Context: an optimization exercise on an open-source flow, tuned for small area. The choices shown serve that exercise and are no tape-out recipe.
The RTL was checked by simulation tests, not by an equivalence proof against the original design.
In every run shown here, the design's own scripts or RTL, not TritonCTS, make the clock network.
The flow treats the clock pin as an ideal source. Dropping or thinning the clock tree relies on that and would not hold on a real chip.
Power figures rest on the tool's default switching activity, not on a simulated workload.

$ cat flow/manual_cts.tcl
proc manual_clock_tree { cell k } {
  set block [ord::get_db_block]
  set master [[ord::get_db] findMaster $cell]
  set clknet [$block findNet clk]
  set sinks {}
  foreach iterm [$clknet getITerms] {
    set bb [[$iterm getInst] getBBox]
    lappend sinks [list $iterm [expr ([$bb xMin] + [$bb xMax]) / 2.0] [expr ([$bb yMin] + [$bb yMax]) / 2.0]]
  }
  set n [llength $sinks]
  set sorted [lsort -real -index 1 $sinks]
  set cx {}
  set cy {}
  for {set c 0} {$c < $k} {incr c} {
    set s [lindex $sorted [expr int(($c + 0.5) * $n / $k)]]
    lappend cx [lindex $s 1]
    lappend cy [lindex $s 2]
  }
  for {set it 0} {$it < 50} {incr it} {
    set sx [lrepeat $k 0.0]
    set sy [lrepeat $k 0.0]
    set cnt [lrepeat $k 0]
    set assign {}
    foreach s $sinks {
      set best 0
      set bd 1e30
      for {set c 0} {$c < $k} {incr c} {
        set d [expr abs([lindex $s 1] - [lindex $cx $c]) + abs([lindex $s 2] - [lindex $cy $c])]
        if {$d < $bd} {
          set bd $d
          set best $c
        }
      }
      lappend assign $best
      lset sx $best [expr [lindex $sx $best] + [lindex $s 1]]
      lset sy $best [expr [lindex $sy $best] + [lindex $s 2]]
      lset cnt $best [expr [lindex $cnt $best] + 1]
    }
    for {set c 0} {$c < $k} {incr c} {
      if {[lindex $cnt $c] > 0} {
        lset cx $c [expr [lindex $sx $c] / [lindex $cnt $c]]
        lset cy $c [expr [lindex $sy $c] / [lindex $cnt $c]]
      }
    }
  }
  set nets {}
  for {set c 0} {$c < $k} {incr c} {
    set inst [odb::dbInst_create $block $master clkbuf_leaf_$c]
    set net [odb::dbNet_create $block clknet_leaf_$c]
    $net setSigType CLOCK
    [$inst findITerm A] connect $clknet
    [$inst findITerm X] connect $net
    $inst setLocation [expr int([lindex $cx $c])] [expr int([lindex $cy $c])]
    $inst setPlacementStatus PLACED
    lappend nets $net
  }
  foreach s $sinks a $assign {
    set iterm [lindex $s 0]
    $iterm disconnect
    $iterm connect [lindex $nets $a]
  }
  puts "manual clock tree: $k x $cell for $n sinks, cluster sizes $cnt"
}

manual_clock_tree $::env(MANUAL_CTS_CELL) $::env(MANUAL_CTS_COUNT)
set_propagated_clock [all_clocks]

# The tree is built: make the flow's clock_tree_synthesis call a no-op.
rename clock_tree_synthesis ""
proc clock_tree_synthesis { args } {
  puts "clock_tree_synthesis skipped: clock tree built by manual_cts.tcl"
}
$ cat flow/synth.tcl
# The standard synthesis (synth_recipe.tcl, ORFS's synth.tcl) with two changes:
# - no adder extraction (ADDER_MAP_FILE emptied), so abc maps the adders and
#   counters as plain logic;
# - ORFS's abc call maps the logic with flow/area.abc, an area-oriented ABC
#   script, instead of abc_speed.script.
# Registers are mapped before abc by dfflibmap as in the standard synthesis,
# so they are unchanged.
set ::env(ADDER_MAP_FILE) ""
proc synth {args} { yosys synth -nofsm -noshare {*}$args }
proc abc {args} {
  set i [lsearch -exact $args -script]
  lset args [expr {$i + 1}] $::env(MY_ABC_SCRIPT)
  yosys abc {*}$args
}
source $::env(SCRIPTS_DIR)/synth.tcl
# left out here: clear keep_hierarchy, flatten, clean up, hide names made inside functions, write 1_2_yosys.v
$ cat config.mk
export PLATFORM = sky130hd
export DESIGN_NAME = ri_codec
export DESIGN_NICKNAME = ri_codec
export VERILOG_FILES = /design/flow/design.v
export SDC_FILE = /design/flow/constraint.sdc
export NUM_CORES = 4
export LEC_CHECK = 0
export CAP_MARGIN = 20
export CORE_MARGIN = 2
export CORE_UTILIZATION = 70
export PLACE_DENSITY = 0.8
export SLEW_MARGIN = 20
$ cat flow/area.abc
&get -n
&st
&deepsyn -J 20
&dch -f
&nf -R 1000
&put
topo
$ cat flow/run.sh
#!/bin/bash
# The standard layout (the standard.sh) with these changes:
#  - synthesis uses flow/synth.tcl: the standard synthesis script with an
#    area-oriented ABC script (flow/area.abc) for the logic mapping;
#  - the port buffers are the smallest buffer, buf_1, instead of the default;
#  - the clock tree is built by flow/manual_cts.tcl (a PRE_CTS_TCL hook): the
#    clock port drives 4 clkbuf_8, each driving one cluster of registers.
# Tool output goes to synth.log and standard.log here and to ORFS's logs.
set -euo pipefail
here=$(pwd)
export BUFFER_PORTS_ARGS="-buffer_cell sky130_fd_sc_hd__buf_1"
export PRE_CTS_TCL="$here/flow/manual_cts.tcl"
export MANUAL_CTS_CELL=sky130_fd_sc_hd__clkbuf_8
export MANUAL_CTS_COUNT=3
export MY_ABC_SCRIPT="$here/flow/area.abc"
sed "s#SYNTH_SCRIPT=[^ ]*#SYNTH_SCRIPT=$here/flow/synth.tcl#" standard.sh > own_synth.sh
grep -q "SYNTH_SCRIPT=$here/flow/synth.tcl" own_synth.sh
bash own_synth.sh synth > synth.log 2>&1
bash standard.sh > standard.log 2>&1
$ cat design.v
module ri_codec (
    input  wire        clk,
    input  wire        rst_n,
    input  wire        tick,          
    input  wire        edge_valid,    
    input  wire        edge_rising,   
    input  wire        uart_valid,    
    input  wire [7:0]  uart_data,
    output wire        ri_out,        
    output wire        input_en,      
    output wire        frame_active,  
    output wire        rx_valid,      
    output wire [11:0] rx_cmd,
    output wire        tx_valid,      
    output wire [15:0] tx_cmd
);
    reg  [15:0] pt;        
    reg  [3:0]  tk;        
    reg  [11:0] bbuf;      
    reg         fip;       
    reg  [2:0]  len;       
    reg         bad;       
    reg  [15:0] val;       
    reg         act;       
    reg         pin;       
    wire [3:0] ph     = val[15:12];    
    wire       ph_hdr = (ph == 4'd0);
    wire       ph_trl = (ph == 4'd13);
    wire       bitv   = ph[1] ? (ph[0] ? val[9] : val[10])
                              : (ph[0] ? val[11] : val[8]);
    wire       c100 = pt[6] & pt[5] & pt[2];
    wire       c200 = pt[7] & pt[6] & pt[3];
    wire       c300 = pt[8] & pt[5] & pt[3] & pt[2];
    wire       c400 = pt[8] & pt[7] & pt[4];
    wire       hit  = act & (pin ? (ph_hdr ? c300 : c100)
                                 : (ph_hdr ? c400 : ((bitv & !ph_trl) ? c300 : c200)));
    wire       go_low      = hit & pin;
    wire       phase_end   = hit & !pin;
    wire       phase_start = phase_end & !ph_trl;
    wire       done        = phase_end & ph_trl;
    wire ev_uart  = len[2] & len[1] & !len[0];
    wire txv      = len[2] & len[1] & len[0];
    wire tx_start = ev_uart & !bad;
    wire tk12     = (tk == 4'd12);
    wire tk13     = (tk == 4'd13);
    wire tk14     = (tk == 4'd14);
    wire tk15     = (tk == 4'd15);
    wire act_mid   = tx_start | (act & !done);
    wire armed_mid = act ? done : !tx_start;
    wire zero_pt   = tx_start | phase_start | done;
    wire [2:0] len_mid = (len[2] & len[1]) ? 3'd0 : len;
    wire       pt_lo = ~|pt[15:9];
    wire [8:0] x     = pt[8:0];
    wire       hdr   = pt_lo & (x >= 9'd251) & (x <= 9'd349);
    wire       bitw  = pt_lo & (x >= 9'd51) & (x <= 9'd249) & (x != 9'd150);
    wire       one   = x[7] & (x[6:0] >= 7'd23);
    wire edge_taken = edge_valid & !act_mid;
    wire edge_put   = edge_valid & !act & !tx_start & (edge_rising ? hdr : bitw);
    wire put_bit    = edge_put & !edge_rising;
    wire put_frame  = edge_put & edge_rising;
    wire uart_taken = uart_valid & armed_mid;
    wire       is_x   = (uart_data == 8'h78);
    wire       is_dig = (uart_data[7:4] == 4'h3) & (uart_data[3:0] <= 4'd9);
    wire       is_let = (uart_data[7:6] == 2'b01) & (uart_data[4:3] == 2'b00) &
                        (uart_data[2:0] != 3'd0) & (uart_data[2:0] != 3'd7);
    wire [3:0] nib    = uart_data[6] ? {1'b0, uart_data[2:0]} + 4'd9 : uart_data[3:0];
    wire       rot    = phase_start & (ph[1:0] == 2'b00) & (ph[3] | ph[2]);
    wire       clr_x  = uart_taken & is_x;
    wire        pt_clr = !rst_n | zero_pt | edge_taken;
    wire [15:0] pt_g   = pt & {16{!pt_clr}};
    wire [16:0] pt_c;
    assign pt_c[0] = tick & rst_n;
    genvar gi;
    generate
        for (gi = 0; gi < 16; gi = gi + 1) begin : g_pt
            assign pt_c[gi + 1] = pt_g[gi] & pt_c[gi];
        end
    endgenerate
    always @(posedge clk)
        pt <= pt_g ^ pt_c[15:0];
    always @(posedge clk) begin
        if (!rst_n) begin
            tk    <= 4'd0;
            fip   <= 1'b0;
            len   <= 3'd0;
            act   <= 1'b0;
            pin   <= 1'b0;
        end else begin
            act <= act_mid;
            if (tx_start) begin
                pin <= 1'b1;
            end else if (go_low) begin
                pin <= 1'b0;
            end else if (phase_start) begin
                pin <= 1'b1;
            end
            if (put_frame) begin
                tk  <= 4'd15;
            end else if (put_bit) begin
                tk  <= tk12 ? 4'd14 : tk + 4'd1;
            end else if (tk15) begin
                tk  <= 4'd0;
                fip <= 1'b1;
            end else if (tk14) begin
                tk  <= 4'd13;
                fip <= 1'b0;
            end else if (tk13) begin
                tk  <= 4'd0;
            end
            len <= tx_start ? 3'd7 : uart_taken ? len_mid + 3'd1 : len_mid;
        end
    end
    always @(posedge clk) begin
        if (put_bit)
            bbuf <= {bbuf[10:0], one};
        if (uart_taken) begin
            bad   <= (len_mid == 3'd5) ? is_x | !(is_dig | is_let) | bad
                                       : !is_x & (!(is_dig | is_let) | (bad & (len_mid != 3'd0)));
        end
        if (txv)
            val[15:12] <= 4'd0;
        else if (phase_start)
            val[15:12] <= ph + 4'd1;
        else if (uart_taken)
            val[15:12] <= clr_x ? 4'd0 : val[11:8];
        if (rot || uart_taken)
            val[11:4] <= clr_x ? 8'd0 : val[7:0];
        if (rot)
            val[3:0] <= val[11:8];
        else if (uart_taken)
            val[3:0] <= clr_x ? 4'd0 : nib;
    end
    assign ri_out       = pin;
    assign input_en     = !act;
    assign frame_active = fip;
    assign rx_valid     = tk13;
    assign rx_cmd       = bbuf;
    assign tx_valid     = txv;
    assign tx_cmd       = val;
endmodule
$ cat standard.sh
#!/bin/bash
# synth_recipe.tcl (not shown) runs the flow's synth.tcl, then flattens the netlist and writes it again
# the make line also repeats each setting of config.mk as NAME=value (left out here)
make -C /OpenROAD-flow-scripts/flow DESIGN_CONFIG=/design/flow/config.mk WORK_HOME=/design/flow/orfs CLKGATE_MAP_FILE= SYNTH_SCRIPT=/design/flow/synth_recipe.tcl "${@:-finish}"
$ cat constraint.sdc
create_clock -name core_clock -period 10.0 [get_ports {clk}]
set_input_delay 2.0000 -clock core_clock [delete_from_list [all_inputs] [get_ports {clk}]]
set_output_delay 2.0000 -clock core_clock [all_outputs]
set_load 0.01 [all_outputs]
==> out/results.txt, run 1 <==
crit path time final = 4345 ps
sequential share of power = 69.5%
Worst EP arrival = 4410 ps
number of global-route vias before repair = 1665
Clock Skews = 8.796 ps
Int Pwr = 0.2810 mW
# setup viols final = 0
CP Class = primary input to flop
DRC Markers = 0
GR Util met1 = 35.50%
CP startpoint kind = primary input
yosys warns = 1
f_max = 230.1 MHz
Combinational Power Share = 8.2%
post-synth net total = 256
post-synthesis cell type count = 40
ys async rst share = 0%
Leak = 0.9130 nW
min-delay worst type = flop to flop
multi-input logic area = 1021 um^2
Post-CTS Hold Buffers = 0
grt met2 use = 38.31%
Mapped Avg Cell Area = 9.932 um^2
CP dominant cell by count = and3_1
Crit. End Element = flop
required time of the critical path = 10060 ps
layout cell share with drive strength beyond 1 = 2.055%
GR peak layer = met2
CP max FO = 4
area share of xor/xnor cells in the synthesized design = 2.915%
switching share of power = 21.48%
gate family responsible for the most delay along the worst path = simple AND/OR/NAND/NOR gates
buffer count from post-CTS setup fixing = 0
post-synthesis mux area share = 0.9370%
post-cts resize count = 0
Crit path largest cell delay = 260 ps
Ports = 47
final worst slack = 5655 ps
final WL = 4674 um
antenna-violating nets left = 0
post-synthesis compound-gate area fraction = 14.68%
Rel. slew slack = 45.07%
area of the die = 3918 um^2
clk latency of the worst-skew pair = 160 ps
antenna violations before repair = 0
sequential cell area = 1351 um^2
CTS clk-pin slew, worst paths = 110 ps
switching power = 0.07688 mW
cell count after synthesis = 242
routed vias/inst = 5.970
final count of hold timing violations = 0
hold wc startpoint = bbuf[8]
Fillers = 240
CP bufs+invs = 1
Seq cells post-synth = 55
Critical R2R Launch = val[12]
clock share of power = 22.3%
GR Util met3 = 1.622%
GR Overflow Total = 0
worst hold slack = 453.2 ps
status = finished clean
Seq/Total Area, Yosys = 56.22%
largest family of logic cells by synthesized area = simple AND/OR/NAND/NOR gates
slowest CP cell = and3_1
routability cong. = 0.8806
RSZ-0062 raised after global routing = no
critical path launch point = tick
drt initial violations = 182
num rows = 21
crit share post-route = 43.45%
gr usage total = 23.22%
number of synthesized flops with an enable pin = 25
fin nets = 308
worst-margin pin slew = 823.9 ps
pre-CTS WS = 5489 ps
max-slew violation count = 0
antenna cells = 0
Worst VDD drop = 0.08592 mV
number of iterations in the first detailed-routing pass = 4
Placeable Area = 3311 um^2
I/O Buffers = 46
cell count after placement = 335
Die Width = 62.60 um
post-route insts no fill = 338
Via Count = 2018
Synth Area in Adders = 0%
most used flip-flop cell after synthesis = dfxtp_1
pin count of the biggest net entering global routing = 22
Simple-Gate Fraction of Synth Area = 23.69%
wire length per cell = 13.83 um
first-pass GRT wire length = 7652 um
worst path cell trace = buf_1, and3_1, and2_0, and3_1, and3_1, and3_1, and2_0, and3_1, and2_0, nand3_1, xor2_1, nor2_1
Max Cap Violations = 0
Post-Route Setup TNS = 0 ps
initial core utilization = 72.60%
Mapped Area = 2404 um^2
area growth from synthesis to layout = 11.87%
DP HPWL = 3463 um
Die H = 62.60 um
Pwr per Cell Area = 133.1 nW/um^2
-- cell type report --
class,count,area share [%]
buffer,3,1.536
inverter,10,1.396
multi-input combinational,177,37.97
sequential,55,50.26
tap,46,2.141
timing repair buffer,47,6.701
-- cells in the final DEF (no fill, tap or decap), types with 6 or more instances in the layout --
master    instances
nand3_1          10
xnor2_1           6
o21ai_0          11
nor2_1           22
nand2_1          21
nor3_1           19
a21oi_1          22
and3_1            9
nor2b_1           8
edfxtp_1         25
dfxtp_1          30
buf_1            46
clkinv_1         10
-- worst register-to-register path, cell delays in order, from the launching register on --
cell and delay (ps):
dfxtp_1 510, mux4_2 560, a21oi_1 140, or3_1 130, nand4b_1 180, o21ai_0 280, nand2_1 130, or2_0 280
clkinv_1 130, and2_0 420, nor2_1 120, a32o_1 270
-- final timing paths --
| check | to | slack (ps) | cells past startpoint |
|---|---|---|---|
| hold / removal | bbuf[9] | 450 | 0 |
| setup reg to reg | val[0] | 6620 | 11 |
| setup / recovery | pt[15] | 5650 | 12 |
| hold reg to reg | bbuf[9] | 450 | 0 |
-- power by group through the flow --
stage,combinational (mW),clock (mW),sequential [mW]
after global routing,0.0325,0.0877,0.250
after global placement,0.0283,0,0.253
after detailed placement,0.0293,0,0.253
after floorplan,0.0159,0,0.254
after CTS,0.0293,0.0802,0.248
final,0.0293,0.0799,0.249
-- metal layers --
metal | share of wire [%] | vias to the layer above
li1 | - | 1005
met1 | 47 | 954
met2 | 48 | 54
met3 | 4.6 | 5
met4 | 0.98 | 0
met5 | 0 | -
-- state kept, by name (all words and copies together), names as in the netlist --
signal,count
bad,1
pt,16
act,1
fip,1
val,16
len,3
bbuf,12
tk,4
pin,1
-- synthesized netlist by cell type, types with 2 or more instances --
cell / n / area (um^2)
a21oi_1: 22 / 110.1
a22o_1: 2 / 17.52
a31oi_1: 4 / 25.02
and2_0: 4 / 25.02
and3_1: 9 / 56.30
and4_1: 2 / 17.52
clkinv_1: 10 / 37.54
dfxtp_1: 30 / 600.6
edfxtp_1: 25 / 750.7
nand2_1: 21 / 78.83
nand3_1: 10 / 50.05
nand4_1: 2 / 12.51
nand4b_1: 2 / 17.52
nor2_1: 22 / 82.58
nor2b_1: 8 / 50.05
nor3_1: 19 / 95.09
nor4_1: 3 / 18.77
o211ai_1: 5 / 37.54
o21ai_0: 11 / 55.05
o31ai_1: 2 / 15.01
or2_0: 3 / 18.77
or3_1: 2 / 12.51
xnor2_1: 6 / 52.55
xor2_1: 2 / 17.52
-- cells by family (layout without fill, tap and decap cells) --
| kind of cell | count (synthesis) | in the layout |
|---|---|---|
| and+or+nand+nor | 111 | 111 |
| muxes | 1 | 1 |
| xor gates and xnor gates | 8 | 8 |
| AOI/OAI and AO/OA | 57 | 57 |
| buffers and inverters | 10 | 60 |
| DFF | 55 | 55 |
-- stage by stage --
| stage | total power [mW] | utilization (%) | area [um^2] |
|---|---|---|---|
| 6_report | 0.3579 | 81.22 | 2689 |
| 5_1_grt | 0.3698 | 81.22 | 2689 |
| 2_1_floorplan | 0.2700 | - | 2404 |
| 3_5_place_dp | 0.2825 | 79.78 | 2641 |
| 4_1_cts | 0.3578 | 81.03 | 2683 |
| 3_3_place_gp | 0.2812 | 79.78 | 2641 |
==> run 2: changes to the inputs <==
--- a/design.v
+++ b/design.v
@@ -23,6 +23,7 @@
     reg  [15:0] val;       
     reg         act;       
     reg         pin;       
+    reg  [1:0]  q;         
     wire [3:0] ph     = val[15:12];    
     wire       ph_hdr = (ph == 4'd0);
     wire       ph_trl = (ph == 4'd13);
@@ -38,13 +39,13 @@
     wire       phase_end   = hit & !pin;
     wire       phase_start = phase_end & !ph_trl;
     wire       done        = phase_end & ph_trl;
+    wire ev_frame = (q == 2'b01);
+    wire ev_bit   = q[1];
     wire ev_uart  = len[2] & len[1] & !len[0];
     wire txv      = len[2] & len[1] & len[0];
     wire tx_start = ev_uart & !bad;
     wire tk12     = (tk == 4'd12);
     wire tk13     = (tk == 4'd13);
-    wire tk14     = (tk == 4'd14);
-    wire tk15     = (tk == 4'd15);
     wire act_mid   = tx_start | (act & !done);
     wire armed_mid = act ? done : !tx_start;
     wire zero_pt   = tx_start | phase_start | done;
@@ -56,8 +57,6 @@
     wire       one   = x[7] & (x[6:0] >= 7'd23);
     wire edge_taken = edge_valid & !act_mid;
     wire edge_put   = edge_valid & !act & !tx_start & (edge_rising ? hdr : bitw);
-    wire put_bit    = edge_put & !edge_rising;
-    wire put_frame  = edge_put & edge_rising;
     wire uart_taken = uart_valid & armed_mid;
     wire       is_x   = (uart_data == 8'h78);
     wire       is_dig = (uart_data[7:4] == 4'h3) & (uart_data[3:0] <= 4'd9);
@@ -85,6 +84,7 @@
             len   <= 3'd0;
             act   <= 1'b0;
             pin   <= 1'b0;
+            q     <= 2'b00;
         end else begin
             act <= act_mid;
             if (tx_start) begin
@@ -94,25 +94,26 @@
             end else if (phase_start) begin
                 pin <= 1'b1;
             end
-            if (put_frame) begin
-                tk  <= 4'd15;
-            end else if (put_bit) begin
-                tk  <= tk12 ? 4'd14 : tk + 4'd1;
-            end else if (tk15) begin
+            if (ev_frame) begin
                 tk  <= 4'd0;
                 fip <= 1'b1;
-            end else if (tk14) begin
-                tk  <= 4'd13;
-                fip <= 1'b0;
+            end else if (ev_bit) begin
+                if (tk12) begin
+                    tk  <= 4'd13;
+                    fip <= 1'b0;
+                end else begin
+                    tk  <= tk + 4'd1;
+                end
             end else if (tk13) begin
-                tk  <= 4'd0;
+                tk <= 4'd0;
             end
+            q <= edge_put ? (edge_rising ? 2'b01 : {1'b1, one}) : 2'b00;
             len <= tx_start ? 3'd7 : uart_taken ? len_mid + 3'd1 : len_mid;
         end
     end
     always @(posedge clk) begin
-        if (put_bit)
-            bbuf <= {bbuf[10:0], one};
+        if (ev_bit)
+            bbuf <= {bbuf[10:0], q[0]};
         if (uart_taken) begin
             bad   <= (len_mid == 3'd5) ? is_x | !(is_dig | is_let) | bad
                                        : !is_x & (!(is_dig | is_let) | (bad & (len_mid != 3'd0)));
--- a/flow/run.sh
+++ b/flow/run.sh
@@ -11,7 +11,7 @@
 export BUFFER_PORTS_ARGS="-buffer_cell sky130_fd_sc_hd__buf_1"
 export PRE_CTS_TCL="$here/flow/manual_cts.tcl"
 export MANUAL_CTS_CELL=sky130_fd_sc_hd__clkbuf_8
-export MANUAL_CTS_COUNT=3
+export MANUAL_CTS_COUNT=4
 export MY_ABC_SCRIPT="$here/flow/area.abc"
 sed "s#SYNTH_SCRIPT=[^ ]*#SYNTH_SCRIPT=$here/flow/synth.tcl#" standard.sh > own_synth.sh
 grep -q "SYNTH_SCRIPT=$here/flow/synth.tcl" own_synth.sh
==> out/results.txt, run 2 <==
I/O Buffers = 46 (unchanged)
worst hold slack = 445.3 ps (was 453.2 ps)
Rel. slew slack = 47.10% (was 45.07%)
DP HPWL = 3610 um (was 3463 um)
Combinational Power Share = 7.9% (was 8.2%)
post-synthesis cell type count = 36 (was 40)
Ports = 47 (unchanged)
Max Cap Violations = 0 (unchanged)
initial core utilization = 72.44% (was 72.60%)
area of the die = 3939 um^2 (was 3918 um^2)
f_max = 236.2 MHz (was 230.1 MHz)
post-synth top area share = 31.06% (was 31.23%)
antenna-violating nets left = 0 (unchanged)
Clock Skews = 24.18 ps (was 8.796 ps)
Int Pwr = 0.2995 mW (was 0.2810 mW)
CP max FO = 5 (was 4)
CP startpoint kind = primary input (unchanged)
Die Width = 62.77 um (was 62.60 um)
CP dominant cell by count = and3_1 (unchanged)
clk latency of the worst-skew pair = 150 ps (was 160 ps)
worst hold endpoint = bbuf[0] (was bbuf[9])
# setup viols final = 0 (unchanged)
dominant cells by area after synthesis = edfxtp_1, dfxtp_1, nor3_1 (was edfxtp_1, dfxtp_1, a21oi_1)
Post-CTS Hold Buffers = 0 (unchanged)
RSZ-0062 raised after global routing = no (unchanged)
Critical R2R Launch = val[10] (was val[12])
GR Overflow Total = 0 (unchanged)
Mapped Area = 2417 um^2 (was 2404 um^2)
num rows = 21 (unchanged)
Die H = 62.77 um (was 62.60 um)
Via Count = 2014 (was 2018)
Pwr per Cell Area = 139.4 nW/um^2 (was 133.1 nW/um^2)
synth cell count leaders = dfxtp_1, edfxtp_1, nor2_1 (was dfxtp_1, edfxtp_1, a21oi_1, nor2_1, nand2_1)
Largest regs = pt: 16 flops, val: 16 flops, bbuf: 12 flops (unchanged)
required time of the critical path = 10020 ps (was 10060 ps)
post-route insts no fill = 339 (was 338)
fin nets = 309 (was 308)
post-cts resize count = 0 (unchanged)
final WL = 4862 um (was 4674 um)
buffer count from post-CTS setup fixing = 0 (unchanged)
Fillers = 223 (was 240)
crit path time final = 4233 ps (was 4345 ps)
most used flip-flop cell after synthesis = dfxtp_1 (unchanged)
min-delay worst type = flop to flop (unchanged)
most numerous cell in the Yosys netlist = dfxtp_1 (unchanged)
wire length per cell = 14.34 um (was 13.83 um)
Mapped Avg Cell Area = 10.03 um^2 (was 9.932 um^2)
Seq cells post-synth = 57 (was 55)
crit share post-route = 42.33% (was 43.45%)
DRC Markers = 0 (unchanged)
Post-Route Setup TNS = 0 ps (unchanged)
worst path cell trace = buf_1, and3_1, and2_0, and3_1, and3_1, and2_0, and3_1, and3_1, and3_1, and3_1, nor3_1 (was buf_1, and3_1, and2_0, and3_1, and3_1, and3_1, and2_0, and3_1, and2_0, nand3_1, xor2_1, nor2_1)
antenna violations before repair = 0 (unchanged)
R2R depth = 12 (was 11)
Final Cell Area = 2718 um^2 (was 2689 um^2)
slowest CP cell = and3_1 (unchanged)
CP Class = primary input to flop (unchanged)
hold wc startpoint = q[0] (was bbuf[8])
post-synth net total = 255 (was 256)
Post-DP Area = 2663 um^2 (was 2641 um^2)
pin count of the biggest net entering global routing = 20 (was 22)
cell count after synthesis = 241 (was 242)
status = finished clean (unchanged)
Crit path largest cell delay = 260 ps (about the same)
most frequent cells in the layout = buf_1, dfxtp_1, edfxtp_1 (unchanged)
switching power = 0.07927 mW (was 0.07688 mW)
Crit. End Element = flop (unchanged)
sequential share of power = 68.4% (was 69.5%)
final worst slack = 5767 ps (was 5655 ps)
final count of hold timing violations = 0 (unchanged)
reg-to-reg slack, setup = 6370 ps (was 6620 ps)
Worst VDD drop = 0.1064 mV (was 0.08592 mV)
max-slew violation count = 0 (unchanged)
antenna cells = 0 (unchanged)
yosys warns = 1 (unchanged)
Leak = 0.9299 nW (was 0.9130 nW)
ys async rst share = 0% (unchanged)
layout cell share with drive strength beyond 1 = 2.048% (was 2.055%)
CTS clk-pin slew, worst paths = 100 ps (was 110 ps)
routability cong. = 0.9694 (was 0.8806)
Seq/Total Area, Yosys = 57.56% (was 56.22%)
leading cell type in the layout, fill and taps excluded = buf_1 (unchanged)
drt initial violations = 186 (was 182)
dominant cell type by area after synthesis = edfxtp_1 (unchanged)
gr usage total = 24.98% (was 23.22%)
Worst R2R End = val[0] (unchanged)
pre-CTS WS = 5592 ps (was 5489 ps)
number of global-route vias before repair = 1840 (was 1665)
routed vias/inst = 5.941 (was 5.970)
area growth from synthesis to layout = 12.42% (was 11.87%)
cell count after placement = 335 (unchanged)
number of iterations in the first detailed-routing pass = 5 (was 4)
Worst EP arrival = 4250 ps (was 4410 ps)
switching share of power = 20.93% (was 21.48%)
clock share of power = 23.7% (was 22.3%)
Placeable Area = 3337 um^2 (was 3311 um^2)
first-pass GRT wire length = 8204 um (was 7652 um)
number of synthesized flops with an enable pin = 25 (unchanged)
worst-margin pin slew = 793.6 ps (was 823.9 ps)
worst hold stages = 0 (unchanged)
run 2: cell count changes after synthesis, moves of 3 or more:
cell	change
nor2b_1	+4
o211ai_1	-4
a21oi_1	-5
o31ai_1	+3
clkinv_1	-4
nand2b_1	+3
run 2: metrics by stage:
| stage | power [mW] | util, % |
|---|---|---|
| 2_1_floorplan | 0.2812 | - |
| 3_3_place_gp | 0.2932 | 79.79 |
| 3_5_place_dp | 0.2941 | 79.79 |
| 4_1_cts | 0.3800 | 81.44 |
| 5_1_grt | 0.3943 | 81.44 |
| 6_report | 0.3788 | 81.44 |
run 2: power groups by stage:
stage | sequential (mW) | combinational, mW | clock, mW
6_report | 0.259 | 0.0300 | 0.0897
3_3_place_gp | 0.264 | 0.0294 | 0
4_1_cts | 0.259 | 0.0301 | 0.0911
3_5_place_dp | 0.264 | 0.0300 | 0
2_1_floorplan | 0.265 | 0.0164 | 0
5_1_grt | 0.260 | 0.0339 | 0.100
run 2: critical path: cells and delay by family:
family / cells / cell delay (ps)
simple gates: 10 / 2120
buf+inv: 1 / 130
run 2: how the worst max path moves through the flow:
stage,from,end,cells past startpoint
final,tick,pt[15],11
after CTS,tick,pt[15],11
after floorplan,tick,pt[15],10
after global routing,tick,pt[15],11
after global placement,tick,pt[15],11
after detailed placement,tick,pt[15],11
run 2: logic make-up after synthesis:
family | count (synthesis) | share of synthesized area (%)
and+or+nand+nor | 115 | 24.02
buffers and inverters | 6 | 0.9316
xor gates and xnor gates | 7 | 2.536
AOI/OAI and AO/OA | 56 | 14.96
DFF | 57 | 57.56
run 2: cell type report:
type / instances / area [um^2] / share of cell area (%)
inverter: 6 / 22.52 / 0.8287
buffer: 4 / 55.05 / 2.026
multi-input combinational: 178 / 1003 / 36.92
tap: 46 / 57.56 / 2.118
sequential: 57 / 1391 / 51.20
timing repair buffer: 48 / 187.7 / 6.906
run 2: per-layer routing:
metal  track usage [%]  routed length, um  share of wire [%]  up-vias
li1                  -                  -                  -     1008
met1             35.09               2157                 44      938
met2             44.22               2395                 49       63
met3             1.802                244                5.0        5
met4             3.056                 64                1.3        0
met5                 0                  0                  0        -
==> run 3: changes to the inputs <==
--- a/design.v
+++ b/design.v
@@ -23,6 +23,7 @@
     reg  [15:0] val;       
     reg         act;       
     reg         pin;       
+    reg         txv;       
     reg  [1:0]  q;         
     wire [3:0] ph     = val[15:12];    
     wire       ph_hdr = (ph == 4'd0);
@@ -41,15 +42,14 @@
     wire       done        = phase_end & ph_trl;
     wire ev_frame = (q == 2'b01);
     wire ev_bit   = q[1];
-    wire ev_uart  = len[2] & len[1] & !len[0];
-    wire txv      = len[2] & len[1] & len[0];
+    wire ev_uart  = len[2] & len[1];
     wire tx_start = ev_uart & !bad;
     wire tk12     = (tk == 4'd12);
     wire tk13     = (tk == 4'd13);
     wire act_mid   = tx_start | (act & !done);
     wire armed_mid = act ? done : !tx_start;
     wire zero_pt   = tx_start | phase_start | done;
-    wire [2:0] len_mid = (len[2] & len[1]) ? 3'd0 : len;
+    wire [2:0] len_mid = ev_uart ? 3'd0 : len;
     wire       pt_lo = ~|pt[15:9];
     wire [8:0] x     = pt[8:0];
     wire       hdr   = pt_lo & (x >= 9'd251) & (x <= 9'd349);
@@ -84,9 +84,11 @@
             len   <= 3'd0;
             act   <= 1'b0;
             pin   <= 1'b0;
+            txv   <= 1'b0;
             q     <= 2'b00;
         end else begin
             act <= act_mid;
+            txv <= tx_start;
             if (tx_start) begin
                 pin <= 1'b1;
             end else if (go_low) begin
@@ -108,7 +110,7 @@
                 tk <= 4'd0;
             end
             q <= edge_put ? (edge_rising ? 2'b01 : {1'b1, one}) : 2'b00;
-            len <= tx_start ? 3'd7 : uart_taken ? len_mid + 3'd1 : len_mid;
+            len <= uart_taken ? len_mid + 3'd1 : len_mid;
         end
     end
     always @(posedge clk) begin
==> flow/area.abc (replaced) <==
&get -n
&st
&dc2
&dc2
&dc2
&dch -f
&nf -R 1000
&put
topo
==> out/results.txt, run 3 <==
buffer count from post-CTS setup fixing = 0 (unchanged)
worst-margin pin slew = 857.2 ps (was 793.6 ps)
max-slew violation count = 0 (unchanged)
# setup viols final = 0 (unchanged)
Post-Route Setup TNS = 0 ps (unchanged)
number of synthesized flops with an enable pin = 25 (unchanged)
worst path cell trace = buf_1, nand2_1, a211oi_1, buf_4, and4_1, nand2_1, nor2_1, and2_0, and3_1, nand2_1, nor2_1, nand2_1, nor2_1, and2_0, and3_1, nand2_1, nor2_1, nand2_1, nor2_1, a21oi_1, a21oi_1 (was buf_1, and3_1, and2_0, and3_1, and3_1, and2_0, and3_1, and3_1, and3_1, and3_1, nor3_1)
I/O Buffers = 46 (unchanged)
Post-CTS Hold Buffers = 0 (unchanged)
area of the die = 4006 um^2 (was 3939 um^2)
antenna cells = 0 (unchanged)
Ports = 47 (unchanged)
hold wc startpoint = q[0] (unchanged)
R2R depth = 24 (was 12)
CP startpoint kind = primary input (unchanged)
initial core utilization = 73.18% (was 72.44%)
final count of hold timing violations = 0 (unchanged)
worst hold stages = 0 (unchanged)
gr usage total = 24.66% (was 24.98%)
number of global-route vias before repair = 1851 (was 1840)
DRC Markers = 0 (unchanged)
fin nets = 313 (was 309)
antenna violations before repair = 0 (unchanged)
Fillers = 239 (was 223)
Final Cell Area = 2760 um^2 (was 2718 um^2)
num rows = 21 (unchanged)
pin count of the biggest net entering global routing = 20 (unchanged)
dominant cells by area after synthesis = edfxtp_1, dfxtp_1, a21oi_1 (was edfxtp_1, dfxtp_1, nor3_1)
f_max = 181.3 MHz (was 236.2 MHz)
sequential cell area = 1411 um^2 (was 1391 um^2)
area growth from synthesis to layout = 12.15% (was 12.42%)
wire length per cell = 14.23 um (was 14.34 um)
Critical R2R Launch = val[12] (was val[10])
min-delay worst type = flop to flop (unchanged)
Worst R2R End = pt[15] (was val[0])
Seq cells post-synth = 58 (was 57)
Rel. slew slack = 42.85% (was 47.10%)
Simple-Gate Fraction of Synth Area = 20.44% (was 24.02%)
Max Cap Violations = 0 (unchanged)
cell count after synthesis = 246 (was 241)
Die Width = 63.30 um (was 62.77 um)
most used flip-flop cell after synthesis = dfxtp_1 (unchanged)
pre-CTS WS = 4384 ps (was 5592 ps)
Worst VDD drop = 0.1230 mV (was 0.1064 mV)
Crit. End Element = flop (unchanged)
Synth Area in Adders = 0% (unchanged)
Clock Skews = 19.85 ps (was 24.18 ps)
Mapped Area = 2461 um^2 (was 2417 um^2)
layout cell share with drive strength beyond 1 = 2.357% (was 2.048%)
post-synthesis cell type count = 37 (was 36)
multi-input logic area = 1030 um^2 (was 1003 um^2)
most frequent cells in the layout = buf_1, dfxtp_1, nand2_1 (was buf_1, dfxtp_1, edfxtp_1)
post-synth net total = 260 (was 255)
routability cong. = 0.8288 (was 0.9694)
drt initial violations = 209 (was 186)
most numerous cell in the Yosys netlist = dfxtp_1 (unchanged)
final WL = 4880 um (was 4862 um)
yosys warns = 1 (unchanged)
crit path time final = 5516 ps (was 4233 ps)
Placeable Area = 3363 um^2 (was 3337 um^2)
area share of xor/xnor cells in the synthesized design = 3.203% (was 2.536%)
CP dominant cell by count = nand2_1 (was and3_1)
Die H = 63.30 um (was 62.77 um)
Seq/Total Area, Yosys = 57.35% (was 57.56%)
post-synth top area share = 30.50% (was 31.06%)
required time of the critical path = 10090 ps (was 10020 ps)
Mapped Avg Cell Area = 10.00 um^2 (was 10.03 um^2)
post-cts resize count = 0 (unchanged)
Pwr per Cell Area = 140.1 nW/um^2 (was 139.4 nW/um^2)
GR Overflow Total = 0 (unchanged)
worst hold endpoint = bbuf[0] (unchanged)
final worst slack = 4484 ps (was 5767 ps)
clk latency of the worst-skew pair = 150 ps (about the same)
post-synthesis compound-gate area fraction = 17.03% (was 14.96%)
ys async rst share = 0% (unchanged)
Crit path largest cell delay = 280 ps (was 260 ps)
crit share post-route = 55.16% (was 42.33%)
CP Class = primary input to flop (unchanged)
routed vias/inst = 5.880 (was 5.941)
status = finished clean (unchanged)
leading cell type in the layout, fill and taps excluded = buf_1 (unchanged)
Power Total = 0.3868 mW (was 0.3788 mW)
post-synthesis mux area share = 0.9151% (was 0%)
Post-DP Area = 2699 um^2 (was 2663 um^2)
CTS clk-pin slew, worst paths = 90 ps (was 100 ps)
DP HPWL = 3637 um (was 3610 um)
Via Count = 2017 (was 2014)
antenna-violating nets left = 0 (unchanged)
slowest CP cell = buf_1 (was and3_1)
synth cell count leaders = dfxtp_1, nand2_1, a21oi_1, edfxtp_1, nor2_1 (was dfxtp_1, edfxtp_1, nor2_1)
Leak = 0.9073 nW (was 0.9299 nW)
number of iterations in the first detailed-routing pass = 5 (unchanged)
reg-to-reg slack, setup = 5050 ps (was 6370 ps)
critical path launch point = rst_n (was tick)
dominant cell type by area after synthesis = edfxtp_1 (unchanged)
RSZ-0062 raised after global routing = no (unchanged)
largest family of logic cells by synthesized area = simple AND/OR/NAND/NOR gates (unchanged)
Largest regs = pt: 16 flops, val: 16 flops, bbuf: 12 flops (unchanged)
Worst EP arrival = 5610 ps (was 4250 ps)
first-pass GRT wire length = 8169 um (was 8204 um)
CP max FO = 19 (was 5)
==> run 3: cell types whose count changed in the layout (fill, tap and decap cells not counted), moves of 6 or more <==
cell | before | now
a21oi_1 | 17 | 25
nand3_1 | 11 | 5
nand2_1 | 19 | 29
nor2b_1 | 12 | 3
and3_1 | 11 | 4
nor3_1 | 18 | 9
and2_0 | 4 | 11
==> run 3: layout make-up <==
cell class | instances | area share (%)
inverters | 7 | 0.9519
multi-input cells | 181 | 37.31
repair buffers | 47 | 6.528
well taps | 46 | 2.085
flip-flops and latches | 58 | 51.13
plain buffers | 4 | 1.995
==> run 3: per-layer routing <==
layer  wire (um)  GRT usage, %
met1        2078         32.25
met2        2446         45.08
met3         266         2.143
met4          89         4.891
met5           0             0
==> run 3: kinds of logic after synthesis <==
| group | count (synthesis) |
|---|---|
| and+or+nand+nor | 103 |
| AOI/OAI and AO/OA | 68 |
| DFF | 58 |
| xor gates and xnor gates | 9 |
| buffers and inverters | 7 |
| muxes | 1 |
==> run 3: how the worst max path moves through the flow <==
stage / to / depth (start not counted)
final: pt[15] / 21
after global routing: pt[15] / 21
after CTS: pt[15] / 21
after detailed placement: pt[15] / 21
after global placement: pt[15] / 21
after floorplan: pt[15] / 19
==> run 3: critical path: cells and delay by family <==
family,cells,cell delay (ps)
buffers and inverters,2,540
AOI/OAI and AO/OA,3,330
and+or+nand+nor,16,2730
==> run 3: through the flow <==
step                util, %  hold slack (ps)  std cells
global route          82.07            449.1        343
floorplan                 -            400.5        246
detailed placement    80.25            407.2        339
global placement      80.25            407.3        339
CTS                   81.88            429.9        343
finish                82.07            428.5        343
==> run 3: report_power, final <==
| part | leakage, nW | total [mW] | internal (mW) | switching [mW] |
|---|---|---|---|---|
| Clock | 0.0288 | 0.0931 | 0.0369 | 0.0562 |
| Sequential | 0.496 | 0.262 | 0.254 | 0.00838 |
| Combinational | 0.382 | 0.0316 | 0.0134 | 0.0182 |
==> run 4: changes to the inputs <==
--- a/design.v
+++ b/design.v
@@ -23,8 +23,6 @@
     reg  [15:0] val;       
     reg         act;       
     reg         pin;       
-    reg         txv;       
-    reg  [1:0]  q;         
     wire [3:0] ph     = val[15:12];    
     wire       ph_hdr = (ph == 4'd0);
     wire       ph_trl = (ph == 4'd13);
@@ -40,16 +38,17 @@
     wire       phase_end   = hit & !pin;
     wire       phase_start = phase_end & !ph_trl;
     wire       done        = phase_end & ph_trl;
-    wire ev_frame = (q == 2'b01);
-    wire ev_bit   = q[1];
-    wire ev_uart  = len[2] & len[1];
+    wire ev_uart  = len[2] & len[1] & !len[0];
+    wire txv      = len[2] & len[1] & len[0];
     wire tx_start = ev_uart & !bad;
     wire tk12     = (tk == 4'd12);
     wire tk13     = (tk == 4'd13);
+    wire tk14     = (tk == 4'd14);
+    wire tk15     = (tk == 4'd15);
     wire act_mid   = tx_start | (act & !done);
     wire armed_mid = act ? done : !tx_start;
     wire zero_pt   = tx_start | phase_start | done;
-    wire [2:0] len_mid = ev_uart ? 3'd0 : len;
+    wire [2:0] len_mid = (len[2] & len[1]) ? 3'd0 : len;
     wire       pt_lo = ~|pt[15:9];
     wire [8:0] x     = pt[8:0];
     wire       hdr   = pt_lo & (x >= 9'd251) & (x <= 9'd349);
@@ -57,6 +56,8 @@
     wire       one   = x[7] & (x[6:0] >= 7'd23);
     wire edge_taken = edge_valid & !act_mid;
     wire edge_put   = edge_valid & !act & !tx_start & (edge_rising ? hdr : bitw);
+    wire put_bit    = edge_put & !edge_rising;
+    wire put_frame  = edge_put & edge_rising;
     wire uart_taken = uart_valid & armed_mid;
     wire       is_x   = (uart_data == 8'h78);
     wire       is_dig = (uart_data[7:4] == 4'h3) & (uart_data[3:0] <= 4'd9);
@@ -84,11 +85,8 @@
             len   <= 3'd0;
             act   <= 1'b0;
             pin   <= 1'b0;
-            txv   <= 1'b0;
-            q     <= 2'b00;
         end else begin
             act <= act_mid;
-            txv <= tx_start;
             if (tx_start) begin
                 pin <= 1'b1;
             end else if (go_low) begin
@@ -96,26 +94,25 @@
             end else if (phase_start) begin
                 pin <= 1'b1;
             end
-            if (ev_frame) begin
+            if (put_frame) begin
+                tk  <= 4'd15;
+            end else if (put_bit) begin
+                tk  <= tk12 ? 4'd14 : tk + 4'd1;
+            end else if (tk15) begin
                 tk  <= 4'd0;
                 fip <= 1'b1;
-            end else if (ev_bit) begin
-                if (tk12) begin
-                    tk  <= 4'd13;
-                    fip <= 1'b0;
-                end else begin
-                    tk  <= tk + 4'd1;
-                end
+            end else if (tk14) begin
+                tk  <= 4'd13;
+                fip <= 1'b0;
             end else if (tk13) begin
-                tk <= 4'd0;
+                tk  <= 4'd0;
             end
-            q <= edge_put ? (edge_rising ? 2'b01 : {1'b1, one}) : 2'b00;
-            len <= uart_taken ? len_mid + 3'd1 : len_mid;
+            len <= tx_start ? 3'd7 : uart_taken ? len_mid + 3'd1 : len_mid;
         end
     end
     always @(posedge clk) begin
-        if (ev_bit)
-            bbuf <= {bbuf[10:0], q[0]};
+        if (put_bit)
+            bbuf <= {bbuf[10:0], one};
         if (uart_taken) begin
             bad   <= (len_mid == 3'd5) ? is_x | !(is_dig | is_let) | bad
                                        : !is_x & (!(is_dig | is_let) | (bad & (len_mid != 3'd0)));
--- a/flow/run.sh
+++ b/flow/run.sh
@@ -4,14 +4,15 @@
 #    area-oriented ABC script (flow/area.abc) for the logic mapping;
 #  - the port buffers are the smallest buffer, buf_1, instead of the default;
 #  - the clock tree is built by flow/manual_cts.tcl (a PRE_CTS_TCL hook): the
-#    clock port drives 4 clkbuf_8, each driving one cluster of registers.
+#    clock port drives 2 to 4 clock buffers, each driving one cluster of
+#    registers; the smallest tree whose estimated clock-pin slew is under
+#    110 ps is kept.
 # Tool output goes to synth.log and standard.log here and to ORFS's logs.
 set -euo pipefail
 here=$(pwd)
 export BUFFER_PORTS_ARGS="-buffer_cell sky130_fd_sc_hd__buf_1"
 export PRE_CTS_TCL="$here/flow/manual_cts.tcl"
-export MANUAL_CTS_CELL=sky130_fd_sc_hd__clkbuf_8
-export MANUAL_CTS_COUNT=4
+export MANUAL_CTS_SLEW_NS=0.110
 export MY_ABC_SCRIPT="$here/flow/area.abc"
 sed "s#SYNTH_SCRIPT=[^ ]*#SYNTH_SCRIPT=$here/flow/synth.tcl#" standard.sh > own_synth.sh
 grep -q "SYNTH_SCRIPT=$here/flow/synth.tcl" own_synth.sh
==> flow/area.abc (replaced) <==
&get -n
&st
&deepsyn -J 20
&dch -f
&nf -R 1000
&put
topo
==> flow/manual_cts.tcl (replaced) <==
# PRE_CTS_TCL hook: build the clock tree by hand and skip TritonCTS.
# The clock port drives K clock buffers (K <= 4), each placed at the centre
# of a cluster of clock sinks and driving the sinks of that cluster, so all
# sinks are one buffer from the port. Candidate trees (buffer cell, K) are
# tried from the smallest total buffer area up; the first whose estimated
# worst clock-pin slew (placement parasitics) is under MANUAL_CTS_SLEW_NS
# is kept.

proc mct_kmeans { sinks k order } {
  set n [llength $sinks]
  set keyed {}
  foreach s $sinks {
    set x [lindex $s 1]
    set y [lindex $s 2]
    switch $order {
      x { set key $x }
      y { set key $y }
      s { set key [expr {$x + $y}] }
      d { set key [expr {$x - $y}] }
    }
    lappend keyed [list $key $x $y]
  }
  set sorted [lsort -real -index 0 $keyed]
  set cx {}
  set cy {}
  for {set c 0} {$c < $k} {incr c} {
    set s [lindex $sorted [expr {int(($c + 0.5) * $n / $k)}]]
    lappend cx [lindex $s 1]
    lappend cy [lindex $s 2]
  }
  for {set it 0} {$it < 50} {incr it} {
    set sx [lrepeat $k 0.0]
    set sy [lrepeat $k 0.0]
    set cnt [lrepeat $k 0]
    set assign {}
    foreach s $sinks {
      set best 0
      set bd 1e30
      for {set c 0} {$c < $k} {incr c} {
        set d [expr {abs([lindex $s 1] - [lindex $cx $c]) + abs([lindex $s 2] - [lindex $cy $c])}]
        if {$d < $bd} {
          set bd $d
          set best $c
        }
      }
      lappend assign $best
      lset sx $best [expr {[lindex $sx $best] + [lindex $s 1]}]
      lset sy $best [expr {[lindex $sy $best] + [lindex $s 2]}]
      lset cnt $best [expr {[lindex $cnt $best] + 1}]
    }
    for {set c 0} {$c < $k} {incr c} {
      if {[lindex $cnt $c] > 0} {
        lset cx $c [expr {[lindex $sx $c] / [lindex $cnt $c]}]
        lset cy $c [expr {[lindex $sy $c] / [lindex $cnt $c]}]
      }
    }
  }
  set cost [lrepeat $k 0.0]
  foreach s $sinks a $assign {
    lset cost $a [expr {[lindex $cost $a] + abs([lindex $s 1] - [lindex $cx $a]) + abs([lindex $s 2] - [lindex $cy $a])}]
  }
  set worst 0.0
  foreach c $cost { if {$c > $worst} { set worst $c } }
  return [list $worst $cx $cy $assign]
}

proc mct_build { cell k } {
  set block [ord::get_db_block]
  set master [[ord::get_db] findMaster $cell]
  set clknet [$block findNet clk]
  set sinks {}
  foreach iterm [$clknet getITerms] {
    set bb [[$iterm getInst] getBBox]
    lappend sinks [list $iterm [expr {([$bb xMin] + [$bb xMax]) / 2.0}] [expr {([$bb yMin] + [$bb yMax]) / 2.0}]]
  }
  set best {}
  foreach order {x y s d} {
    set r [mct_kmeans $sinks $k $order]
    if {$best eq {} || [lindex $r 0] < [lindex $best 0]} { set best $r }
  }
  lassign $best worst cx cy assign
  set insts {}
  set nets {}
  for {set c 0} {$c < $k} {incr c} {
    set inst [odb::dbInst_create $block $master clkbuf_leaf_$c]
    set net [odb::dbNet_create $block clknet_leaf_$c]
    $net setSigType CLOCK
    [$inst findITerm A] connect $clknet
    [$inst findITerm X] connect $net
    $inst setLocation [expr {int([lindex $cx $c])}] [expr {int([lindex $cy $c])}]
    $inst setPlacementStatus PLACED
    lappend insts $inst
    lappend nets $net
  }
  foreach s $sinks a $assign {
    set iterm [lindex $s 0]
    $iterm disconnect
    $iterm connect [lindex $nets $a]
  }
  return [list $insts $nets $sinks]
}

proc mct_undo { built } {
  lassign $built insts nets sinks
  set block [ord::get_db_block]
  set clknet [$block findNet clk]
  foreach s $sinks {
    set iterm [lindex $s 0]
    $iterm disconnect
    $iterm connect $clknet
  }
  foreach inst $insts { odb::dbInst_destroy $inst }
  foreach net $nets { odb::dbNet_destroy $net }
}

proc mct_worst_slew { } {
  estimate_parasitics -placement
  set worst 0.0
  foreach net [get_nets clknet_leaf_*] {
    foreach pin [get_pins -of_objects $net] {
      if {[get_property $pin direction] eq "input"} {
        set s [get_property $pin slew_max]
        if {$s > $worst} { set worst $s }
      }
    }
  }
  return $worst
}

proc manual_clock_tree { candidates limit } {
  set_propagated_clock [all_clocks]
  foreach cand $candidates {
    lassign $cand cell k
    set built [mct_build $cell $k]
    set slew [mct_worst_slew]
    puts "manual clock tree: $k x $cell, estimated worst clock-pin slew $slew ns"
    if {$slew < $limit} {
      puts "manual clock tree: kept $k x $cell"
      return
    }
    mct_undo $built
  }
  error "manual clock tree: no candidate meets the slew limit"
}

manual_clock_tree {
  {sky130_fd_sc_hd__clkbuf_8 2} {sky130_fd_sc_hd__clkbuf_8 3}
  {sky130_fd_sc_hd__clkbuf_16 2} {sky130_fd_sc_hd__clkbuf_8 4}
  {sky130_fd_sc_hd__clkbuf_16 3} {sky130_fd_sc_hd__clkbuf_16 4}
} $::env(MANUAL_CTS_SLEW_NS)

# The tree is built: make the flow's clock_tree_synthesis call a no-op.
rename clock_tree_synthesis ""
proc clock_tree_synthesis { args } {
  puts "clock_tree_synthesis skipped: clock tree built by manual_cts.tcl"
}
==> out/results.txt, run 4 <==
Via Count = 2004 (was 2017)
DP HPWL = 3463 um (was 3637 um)
pre-CTS WS = 5489 ps (was 4384 ps)
Post-Route Setup TNS = 0 ps (unchanged)
post-synth top area share = 31.23% (was 30.50%)
Worst R2R End = val[0] (was pt[15])
initial core utilization = 72.60% (was 73.18%)
Int Pwr = 0.2899 mW (was 0.3041 mW)
leading cell type in the layout, fill and taps excluded = buf_1 (unchanged)
hold wc startpoint = bbuf[0] (was q[0])
post-route insts no fill = 337 (was 343)
CP bufs+invs = 1 (was 2)
Fillers = 237 (was 239)
Pwr per Cell Area = 135.5 nW/um^2 (was 140.1 nW/um^2)
GR Overflow Total = 0 (unchanged)
clock share of power = 24.0% (was 24.1%)
Post-CTS Hold Buffers = 0 (unchanged)
worst hold stages = 0 (unchanged)
antenna cells = 0 (unchanged)
cell count after placement = 335 (was 339)
Mapped Area = 2404 um^2 (was 2461 um^2)
dominant cells by area after synthesis = edfxtp_1, dfxtp_1, a21oi_1 (unchanged)
number of iterations in the first detailed-routing pass = 4 (was 5)
area growth from synthesis to layout = 12.23% (was 12.15%)
Combinational Power Share = 8.0% (was 8.2%)
wire length per cell = 13.77 um (was 14.23 um)
CP startpoint kind = primary input (unchanged)
DRC Markers = 0 (unchanged)
worst hold endpoint = bbuf[1] (was bbuf[0])
antenna-violating nets left = 0 (unchanged)
Mapped Avg Cell Area = 9.932 um^2 (was 10.00 um^2)
post-synthesis cell type count = 40 (was 37)
final worst slack = 5648 ps (was 4484 ps)
crit path time final = 4352 ps (was 5516 ps)
gr usage total = 23.42% (was 24.66%)
Die Width = 62.60 um (was 63.30 um)
# setup viols final = 0 (unchanged)
fin nets = 307 (was 313)
slowest CP cell = and3_1 (was buf_1)
Crit. End Element = flop (unchanged)
pin count of the biggest net entering global routing = 32 (was 20)
ys async rst share = 0% (unchanged)
max-slew violation count = 0 (unchanged)
status = finished clean (unchanged)
crit share post-route = 43.52% (was 55.16%)
Worst EP arrival = 4400 ps (was 5610 ps)
worst path cell trace = buf_1, and3_1, and2_0, and3_1, and3_1, and3_1, and2_0, and3_1, and2_0, nand3_1, xor2_1, nor2_1 (was buf_1, nand2_1, a211oi_1, buf_4, and4_1, nand2_1, nor2_1, and2_0, and3_1, nand2_1, nor2_1, nand2_1, nor2_1, and2_0, and3_1, nand2_1, nor2_1, nand2_1, nor2_1, a21oi_1, a21oi_1)
number of synthesized flops with an enable pin = 25 (unchanged)
Worst VDD drop = 0.1021 mV (was 0.1230 mV)
yosys warns = 1 (unchanged)
most numerous cell in the Yosys netlist = dfxtp_1 (unchanged)
CTS clk-pin slew, worst paths = 100 ps (was 90 ps)
dominant cell type by area after synthesis = edfxtp_1 (unchanged)
layout cell share with drive strength beyond 1 = 1.718% (was 2.357%)
CP dominant cell by count = and3_1 (was nand2_1)
CP max FO = 4 (was 19)
cell count after synthesis = 242 (was 246)
RSZ-0062 raised after global routing = no (unchanged)
drt initial violations = 174 (was 209)
Leak = 0.9161 nW (was 0.9073 nW)
number of global-route vias before repair = 1670 (was 1851)
area of the die = 3918 um^2 (was 4006 um^2)
Max Cap Violations = 0 (unchanged)
Seq/Total Area, Yosys = 56.22% (was 57.35%)
num rows = 21 (unchanged)
uppermost layer routed = met4 (unchanged)
f_max = 229.8 MHz (was 181.3 MHz)
R2R depth = 11 (was 24)
WL met3 = 224 um (was 266 um)
clk latency of the worst-skew pair = 160 ps (was 150 ps)
required time of the critical path = 10050 ps (was 10090 ps)
Largest regs = pt: 16 flops, val: 16 flops, bbuf: 12 flops (unchanged)
switching share of power = 20.71% (was 21.39%)
worst-margin pin slew = 826.7 ps (was 857.2 ps)
I/O Buffers = 46 (unchanged)
Critical R2R Launch = val[12] (unchanged)
met2 WL = 2223 um (was 2446 um)
buffer count from post-CTS setup fixing = 0 (unchanged)
Clock Skews = 13.21 ps (was 19.85 ps)
Crit path largest cell delay = 270 ps (was 280 ps)
most used flip-flop cell after synthesis = dfxtp_1 (unchanged)
routability cong. = 0.8806 (was 0.8288)
final WL = 4641 um (was 4880 um)
final count of hold timing violations = 0 (unchanged)
post-cts resize count = 0 (unchanged)
gate family responsible for the most delay along the worst path = simple AND/OR/NAND/NOR gates (unchanged)
synth cell count leaders = dfxtp_1, edfxtp_1, a21oi_1, nor2_1, nand2_1 (was dfxtp_1, nand2_1, a21oi_1, edfxtp_1, nor2_1)
switching power = 0.07571 mW (was 0.08275 mW)
wire length on met1 = 2158 um (was 2078 um)
Placeable Area = 3311 um^2 (was 3363 um^2)
most frequent cells in the layout = buf_1, dfxtp_1, edfxtp_1 (was buf_1, dfxtp_1, nand2_1)
Ports = 47 (unchanged)
routed vias/inst = 5.947 (was 5.880)
Rel. slew slack = 44.89% (was 42.85%)
Die H = 62.60 um (was 63.30 um)
post-synth net total = 256 (was 260)
reg-to-reg slack, setup = 6610 ps (was 5050 ps)
antenna violations before repair = 0 (unchanged)
first-pass GRT wire length = 7721 um (was 8169 um)
sequential share of power = 68.0% (was 67.8%)
Seq cells post-synth = 55 (was 58)
min-delay worst type = flop to flop (unchanged)
CP Class = primary input to flop (unchanged)
run 4: stage by stage:
stage | hold WS (ps) | util, % | total power, mW | area [um^2]
detailed placement | 434.1 | 79.78 | 0.2825 | 2641
global placement | 428.8 | 79.78 | 0.2812 | 2641
CTS | 462.1 | 81.29 | 0.3675 | 2691
floorplan | 462.2 | - | 0.2700 | 2404
global route | 461.6 | 81.48 | 0.3803 | 2698
finish | 458.6 | 81.48 | 0.3656 | 2698
run 4: how the worst max path moves through the flow:
stage,from,to,slack (ps),cells past startpoint
after floorplan,tick,pt[15],5890,11
after global placement,tick,pt[15],5630,12
after detailed placement,tick,pt[15],5490,12
after CTS,tick,pt[15],5650,12
after global routing,tick,pt[15],5410,12
final,tick,pt[15],5650,12
run 4: final cells by class:
cell class	count	area, um^2	area share, %
Buffer	2	50.05	1.855
Inverter	10	37.54	1.391
Multi-Input combinational cell	177	1021	37.85
Sequential cell	55	1351	50.09
Tap cell	46	57.56	2.134
Timing Repair Buffer	47	180.2	6.679
run 4: kinds of logic after synthesis:
family,synth area share [%]
simple gates,23.69
compound gates,14.68
flops,56.22
buf+inv,1.562
xor+xnor,2.915
mux,0.9369
run 4: worst register-to-register path: stages, from the launching register on:
cell and delay (ps):
dfxtp_1 500, mux4_2 550, a21oi_1 140, or3_1 130
nand4b_1 180, o21ai_0 280, nand2_1 130, or2_0 280
clkinv_1 130, and2_0 440, nor2_1 120, a32o_1 270
run 4: power groups by stage:
stage                     combinational, mW  sequential, mW  clock (mW)
after floorplan                      0.0159           0.254           0
after global placement               0.0283           0.253           0
after detailed placement             0.0293           0.253           0
after CTS                            0.0294           0.248      0.0899
after global routing                 0.0326           0.250      0.0982
final                                0.0293           0.248      0.0878
run 4: layer usage:
metal / vias to the layer above / GRT usage, %
met3: 4 / 1.441
met2: 50 / 38.31
met1: 953 / 36.24
met4: 0 / 2.222
met5: - / 0
li1: 997 / -
==> run 5: changes to the inputs <==
--- a/config.mk
+++ b/config.mk
@@ -5,8 +5,8 @@
 export SDC_FILE = /design/flow/constraint.sdc
 export NUM_CORES = 4
 export LEC_CHECK = 0
-export CAP_MARGIN = 20
+export CAP_MARGIN = 0
 export CORE_MARGIN = 2
 export CORE_UTILIZATION = 70
 export PLACE_DENSITY = 0.8
-export SLEW_MARGIN = 20
+export SLEW_MARGIN = 0
==> out/results.txt, run 5 <==
Mapped Area = 2404 um^2 (unchanged)
buffer count from post-CTS setup fixing = 0 (unchanged)
fin nets = 307 (unchanged)
f_max = 229.6 MHz (was 229.8 MHz)
Fillers = 238 (was 237)
first-pass GRT wire length = 7721 um (unchanged)
post-route insts no fill = 337 (unchanged)
Rel. slew slack = 21.43% (was 44.89%)
hold wc startpoint = bbuf[0] (unchanged)
number of iterations in the first detailed-routing pass = 4 (unchanged)
status = finished clean (unchanged)
switching share of power = 20.89% (was 20.71%)
Largest regs = pt: 16 flops, val: 16 flops, bbuf: 12 flops (unchanged)
min-delay worst type = flop to flop (unchanged)
Pwr per Cell Area = 136.2 nW/um^2 (was 135.5 nW/um^2)
RSZ-0062 raised after global routing = no (unchanged)
Combinational Power Share = 8.0% (about the same)
Seq cells post-synth = 55 (unchanged)
CP dominant cell by count = and3_1 (unchanged)
post-synth top area share = 31.23% (unchanged)
Worst EP arrival = 4410 ps (was 4400 ps)
worst hold endpoint = bbuf[1] (unchanged)
Clock Skews = 13.21 ps (about the same)
ys async rst share = 0% (unchanged)
layout cell share with drive strength beyond 1 = 1.375% (was 1.718%)
Die Width = 62.60 um (unchanged)
antenna-violating nets left = 0 (unchanged)
I/O Buffers = 46 (unchanged)
critical path launch point = tick (unchanged)
Crit path largest cell delay = 270 ps (about the same)
required time of the critical path = 10050 ps (about the same)
most used flip-flop cell after synthesis = dfxtp_1 (unchanged)
leading cell type in the layout, fill and taps excluded = buf_1 (unchanged)
final WL = 4664 um (was 4641 um)
Die H = 62.60 um (unchanged)
DRC Markers = 0 (unchanged)
cell count after synthesis = 242 (unchanged)
CP Class = primary input to flop (unchanged)
gate family responsible for the most delay along the worst path = simple AND/OR/NAND/NOR gates (unchanged)
CP max FO = 4 (unchanged)
R2R depth = 6 (was 11)
CP startpoint kind = primary input (unchanged)
area growth from synthesis to layout = 11.97% (was 12.23%)
number of global-route vias before repair = 1670 (unchanged)
dominant cell type by area after synthesis = edfxtp_1 (unchanged)
number of synthesized flops with an enable pin = 25 (unchanged)
num rows = 21 (unchanged)
Mapped Avg Cell Area = 9.932 um^2 (unchanged)
worst path cell trace = buf_1, and3_1, and2_0, and3_1, and3_1, and3_1, and2_0, and3_1, and2_0, nand3_1, xor2_1, nor2_1 (unchanged)
Post-CTS Hold Buffers = 0 (unchanged)
CTS clk-pin slew, worst paths = 100 ps (about the same)
most frequent cells in the layout = buf_1, dfxtp_1, edfxtp_1 (unchanged)
GR Util met3 = 1.441% (unchanged)
clk latency of the worst-skew pair = 160 ps (about the same)
CP bufs+invs = 1 (unchanged)
initial core utilization = 72.60% (unchanged)
dominant cells by area after synthesis = edfxtp_1, dfxtp_1, a21oi_1 (unchanged)
Power Total = 0.3665 mW (was 0.3656 mW)
switching power = 0.07656 mW (was 0.07571 mW)
post-synthesis cell type count = 40 (unchanged)
Worst VDD drop = 0.1029 mV (was 0.1021 mV)
grt met2 use = 38.31% (unchanged)
Max Cap Violations = 0 (unchanged)
max-slew violation count = 0 (unchanged)
final count of hold timing violations = 0 (unchanged)
GR Overflow Total = 0 (unchanged)
Int Pwr = 0.2899 mW (about the same)
sequential share of power = 67.8% (was 68.0%)
antenna violations before repair = 0 (unchanged)
antenna cells = 0 (unchanged)
# setup viols final = 0 (unchanged)
crit share post-route = 43.54% (was 43.52%)
Ports = 47 (unchanged)
Worst R2R End = val[7] (was val[0])
post-cts resize count = 0 (unchanged)
synth cell count leaders = dfxtp_1, edfxtp_1, a21oi_1, nor2_1, nand2_1 (unchanged)
clock share of power = 24.2% (was 24.0%)
slowest CP cell = and3_1 (unchanged)
yosys warns = 1 (unchanged)
routability cong. = 0.8806 (unchanged)
final core occ = 81.29% (was 81.48%)
GR peak layer = met2 (unchanged)
reg-to-reg slack, setup = 6500 ps (was 6610 ps)
gr usage total = 23.42% (unchanged)
Critical R2R Launch = val[12] (unchanged)
pin count of the biggest net entering global routing = 32 (unchanged)
worst-margin pin slew = 1168 ps (was 826.7 ps)
Crit. End Element = flop (unchanged)
wire length per cell = 13.84 um (was 13.77 um)
worst hold slack = 457.5 ps (was 458.6 ps)
drt initial violations = 162 (was 174)
Post-Route Setup TNS = 0 ps (unchanged)
Via Count = 2026 (was 2004)
Seq/Total Area, Yosys = 56.22% (unchanged)
most numerous cell in the Yosys netlist = dfxtp_1 (unchanged)
Leak = 0.9157 nW (was 0.9161 nW)
worst hold stages = 0 (unchanged)
routed vias/inst = 6.012 (was 5.947)
Placeable Area = 3311 um^2 (unchanged)
area of the die = 3918 um^2 (unchanged)
DP HPWL = 3463 um (unchanged)
GR Util met1 = 36.24% (unchanged)
post-synth net total = 256 (unchanged)
cell count after placement = 335 (unchanged)
crit path time final = 4354 ps (was 4352 ps)
[run 5: metal layers]
layer	vias up	wire, um
met4	0	48
met3	6	212
met5	-	0
li1	1000	-
met1	958	2210
met2	62	2191
[run 5: logic make-up after synthesis]
kind of cell / count (synthesis) / share of synthesized area (%)
flops: 55 / 56.22
xor+xnor: 8 / 2.915
buf+inv: 10 / 1.562
compound gates: 57 / 14.68
simple gates: 111 / 23.69
mux: 1 / 0.9369
[run 5: final cells by class]
| class | count | area (um^2) | share of cell area (%) |
|---|---|---|---|
| multi-input cells | 177 | 1015 | 37.70 |
| plain buffers | 2 | 50.05 | 1.860 |
| flip-flops and latches | 55 | 1351 | 50.21 |
| well taps | 46 | 57.56 | 2.139 |
| inverters | 10 | 37.54 | 1.395 |
| repair buffers | 47 | 180.2 | 6.695 |
[run 5: worst reg2reg max path: stages, from the launching register on]
cell	delay, ps
dfxtp_1	480
mux4_2	550
a21oi_1	140
or3_1	130
nand4b_1	160
nor4_1	920
or2_0	750
[run 5: worst max-delay path by stage]
stage	end	slack [ps]	cells past startpoint
global route	pt[15]	5410	12
CTS	pt[15]	5650	12
global placement	pt[15]	5630	12
finish	pt[15]	5650	12
detailed placement	pt[15]	5490	12
floorplan	pt[15]	5890	11
[run 5: stage by stage]
step / setup WS [ps] / instance area (um^2)
after floorplan: 5889 / 2404
after global placement: 5627 / 2641
after detailed placement: 5489 / 2641
after CTS: 5645 / 2691
after global routing: 5415 / 2691
final: 5646 / 2691
[run 5: power by group through the flow]
| stage | sequential (mW) | combinational (mW) | clock, mW |
|---|---|---|---|
| 6_report | 0.248 | 0.0293 | 0.0888 |
| 5_1_grt | 0.249 | 0.0324 | 0.0982 |
| 4_1_cts | 0.248 | 0.0294 | 0.0899 |
| 3_5_place_dp | 0.253 | 0.0293 | 0 |
| 3_3_place_gp | 0.253 | 0.0283 | 0 |
| 2_1_floorplan | 0.254 | 0.0159 | 0 |

[port drivers added, routing unchanged]
No port has a modelled driver above. Below, the same layouts with a new extraction and two added sets of constraints.
Step 1 assumes that a clkbuf_16 drives the clock port and a buf_2 every other input.
Step 2, shift: input delay + t, output delay - t, t = (earliest + latest rising clock arrival at the registers) / 2. This alone moves slack from input paths to output paths.
Three values: ideal ports, drivers, drivers and shift; two values: the first two.
run | shift t [ns] | setup WS [ns] | slew at the worst register clock pin (ns) | worst slew at a driven data input, ns | cell pins on the clock port's net
run 1 | 0.202 | 5.655 / 5.673 / 5.471 | 0.11 / 0.11 | 0.03 | 3
run 2 | 0.198 | 5.767 / 5.797 / 5.599 | 0.10 / 0.10 | 0.03 | 4
run 3 | 0.200 | 4.484 / 4.519 / 4.319 | 0.09 / 0.09 | 0.03 | 4
run 4 | 0.205 | 5.648 / 5.671 / 5.467 | 0.10 / 0.10 | 0.03 | 2
run 5 | 0.206 | 5.646 / 5.669 / 5.463 | 0.10 / 0.10 | 0.03 | 2
After both steps every run listed still meets setup and hold. The setup slack of run 1, which loses most, moves by +0.018 ns with the drivers and by -0.184 ns with both steps.
